Context: an optimization exercise on an open-source flow, tuned for small area, a short achievable clock period and few clock cycles. The choices shown serve that exercise and are no tape-out recipe. No activity file was given, so power comes from the tool's default toggle rates.

== wip/cedar ==
## cs281_dl_rx
module cs281_dl_rx (
    input  wire       clk,
    input  wire       rst,         
    input  wire       in_valid,
    input  wire [7:0] in_data,
    output wire       in_ready,
    output wire       ev_valid,
    input  wire       ev_ready,
    output wire [1:0] ev_kind,
    output wire [7:0] ev_data,
    output wire       ev_last,
    output wire [7:0] fault
);
clock: 8.0 ns
lec_check: 0
cap_margin: 20
core_margin: 2
core_utilization: 40
place_density: 0.6
slew_margin: 20
run.sh (not shown) runs the stock make flow with config.mk's settings and CLKGATE_MAP_FILE= SYNTH_SCRIPT=/design/flow/synth_recipe.tcl, a recipe that flattens the netlist after the stock synthesis.
### wip/cedar -> wip/umber
- ABC_CLOCK_PERIOD_IN_PS now 2500, previously not set
- CTS_CLUSTER_SIZE now 30, previously not set
- CTS_CLUSTER_DIAMETER now 100, previously not set
- CTS_BUF_LIST now sky130_fd_sc_hd__clkbuf_16, previously not set
==> flow/flow/run.sh (new file) <==
#!/bin/bash
# Standard layout, with a tighter timing-repair target and faster port buffers.
set -euo pipefail
bash standard.sh SETUP_SLACK_MARGIN=5.3 "BUFFER_PORTS_ARGS=-buffer_cell sky130_fd_sc_hd__buf_2" finish > standard_flow.log 2>&1
==> flow/standard.sh (new file) <==
#!/bin/bash
# synth_recipe.tcl (not shown) runs the flow's synth.tcl, then flattens the netlist and writes it again
# the make line also repeats each setting of config.mk as NAME=value (left out here)
make -C /OpenROAD-flow-scripts/flow DESIGN_CONFIG=/design/flow/config.mk WORK_HOME=/design/flow/orfs CLKGATE_MAP_FILE= SYNTH_SCRIPT=/design/flow/synth_recipe.tcl "${@:-finish}"
removed: flow/run.sh
Results
wip/umber ran to completion and came out clean on the timing, design-rule and antenna checks. Relative to wip/cedar, final critical-path setup slack has increased by 1.04 ns in wip/umber. The achievable clock frequency in wip/umber is 1.4 times that in wip/cedar. wip/umber ends up with lower internal power component than wip/cedar does. Against wip/cedar, wip/umber comes in 13 higher on non-clock buffer count.
diff inputs: wip/umber => wip/indigo
- putting SETUP_SLACK_MARGIN at 5 where nothing was set
- swapping 2500 for 2800 in ABC_CLOCK_PERIOD_IN_PS
- clearing CTS_BUF_LIST, which used to be sky130_fd_sc_hd__clkbuf_16
- clearing CTS_CLUSTER_SIZE, which used to be 30
- clearing CTS_CLUSTER_DIAMETER, which used to be 100
==> flow/run.sh (new file) <==
#!/bin/bash
# synth_recipe.tcl (not shown) runs the flow's synth.tcl, then flattens the netlist and writes it again
# the make line also repeats each setting of config.mk as NAME=value (left out here)
make -C /OpenROAD-flow-scripts/flow DESIGN_CONFIG=/design/flow/config.mk WORK_HOME=/design/flow/orfs CLKGATE_MAP_FILE= SYNTH_SCRIPT=/design/flow/synth_recipe.tcl finish
removed: flow/flow/run.sh
removed: flow/standard.sh
--- outcome ---
- Met1 wire length: wip/indigo vs wip/umber up about 2.7%
- Diff wip/indigo..wip/umber | die boundary width | unchanged
- Post-route worst setup slack: higher on wip/umber
- sky130_fd_sc_hd__mux2_2 as the worst-path cell with the longest stage delay was reported by wip/umber, and sky130_fd_sc_hd__clkdlybuf4s50_1 by wip/indigo.
- Taking wip/indigo as 1.0, wip/umber lands at 1.19 on pin count of the biggest net entering global routing.
- Relative contribution of combinational cells to total power (lower): wip/indigo
- wip/indigo against wip/umber: maximum frequency shrank by 27 MHz; fraction of cell area in non-clock buffers shrank by 0.34 points.
- Changes observed in wip/indigo relative to wip/umber: count of buffering cells on the critical path with inverters included -1; synthesis-to-finish area growth +8.1 points; total area of sequential cells ~0 delta.
- For the longest individual stage delay on the worst path, wip/indigo came in 0.19 ns higher than wip/umber did.
Relative to wip/indigo, the following input files were edited for wip/amber:
- CTS_BUF_LIST now sky130_fd_sc_hd__clkbuf_4, previously not set
wip/amber finished end to end and its layout was clean on timing, DRC and antenna.
Looking at critical path data required time across wip/indigo and wip/amber, the one that comes out higher is wip/amber.
The highest-utilization routing layer at the global route stage comes out met2 in one run and met1 in the other, namely in wip/amber and wip/indigo respectively.
| final routed wirelength across all metal layers | wip/amber vs wip/indigo | worse |
From wip/indigo to wip/amber the numbers moved as follows: time the final worst path needs with I/O delays and setup saw an increase; via count saw an increase; combined global-route utilization of all metal layers saw an increase.
In the final design statistics, wip/amber uses more standard cells in total than wip/indigo.
### wip/amber -> wip/willow
- changing CTS_BUF_LIST from sky130_fd_sc_hd__clkbuf_4 to sky130_fd_sc_hd__clkbuf_8
==> results.txt <==
- The top achievable clock speed was comparable across wip/amber and wip/willow.
- wip/willow has sequential portion of the cell area below what wip/amber had.
- wip/willow ended with less non-filler instance count after layout than wip/amber.
- On wip/willow: highest cell delay on the worst timing path is 0.02 ns lower than what wip/amber gave.
- Across both runs, clock-buffer cell count was lower for wip/willow than for wip/amber.
- Cmp wip/willow vs wip/amber: critical path depth lower in wip/willow
- wip/willow — time the worst path needs with I/O delays and setup 0.0079 ns lower, wip/amber as reference
- On met2 usage in global routing: wip/willow sits below wip/amber.
- Summary of wip/willow over wip/amber: final standard cell area without fillers higher, share of total power in combinational logic roughly the same.
#### Input delta (wip/xenon over wip/willow)
- removing CTS_BUF_LIST (formerly sky130_fd_sc_hd__clkbuf_8)
- removing SETUP_SLACK_MARGIN (formerly 5)
- changing ABC_CLOCK_PERIOD_IN_PS from 2800 to 2500
==> flow/flow/run.sh (new file) <==
#!/bin/bash
# Standard layout, with a tighter timing-repair target and faster port buffers.
set -euo pipefail
bash standard.sh SETUP_SLACK_MARGIN=5.5 "BUFFER_PORTS_ARGS=-buffer_cell sky130_fd_sc_hd__buf_4" finish > standard_flow.log 2>&1
==> flow/standard.sh (new file) <==
#!/bin/bash
# synth_recipe.tcl (not shown) runs the flow's synth.tcl, then flattens the netlist and writes it again
# the make line also repeats each setting of config.mk as NAME=value (left out here)
make -C /OpenROAD-flow-scripts/flow DESIGN_CONFIG=/design/flow/config.mk WORK_HOME=/design/flow/orfs CLKGATE_MAP_FILE= SYNTH_SCRIPT=/design/flow/synth_recipe.tcl "${@:-finish}"
removed: flow/run.sh
==> comparison <==
wip/xenon and wip/willow ended up with roughly the same multi-input gate share of the layout cell area.
wip/xenon: full flow OK, the timing, design-rule and antenna checks passed
wip/xenon has more setup slack than wip/willow.
Highest net fanout along the worst path, wip/xenon and wip/willow, lower one = wip/xenon.
Of the two values seen for launch point of the worst path, in_data[1] was produced by wip/xenon and ev_ready by wip/willow.
No run of this note included a check of the RTL's function; only the layout flow was run.

port drivers added, routing unchanged:
How much do the figures lean on ideal ports? The routed layouts below were timed once more, with nothing changed but the port constraints. Step 1 sets driving cells, clkbuf_16 on the clock port and buf_2 on the other inputs (assumed; they add their load-dependent delay and slew). Step 2 moves the port delays by t, midway between the first and last clock arrival at a register: inputs arrive t later, outputs are due t later. That takes back most of the time a late clock gives input paths. Slacks: ideal / step 1 / step 2; pairs: ideal / step 1.
run | shift t [ns] | setup slack, ns | worst slew at a driven data input, ns | cell pins on the clock port's net
wip/cedar | 0.583 | 4.277 / 4.287 / 3.704 | 0.09 | 1
wip/umber | 0.577 | 5.320 / 5.310 / 4.751 | 0.06 | 1
wip/indigo | 0.587 | 5.111 / 5.114 / 4.540 | 0.04 | 1
wip/amber | 0.764 | 5.083 / 5.069 / 4.330 | 0.04 | 1
wip/willow | 0.625 | 5.091 / 5.069 / 4.475 | 0.03 | 1
wip/xenon | 0.586 | 5.294 / 5.288 / 4.702 | 0.07 | 1
After both steps every run listed still meets setup and hold. For wip/amber, which loses most, drivers alone change the setup slack by -0.014 ns; drivers and shift together by -0.753 ns.
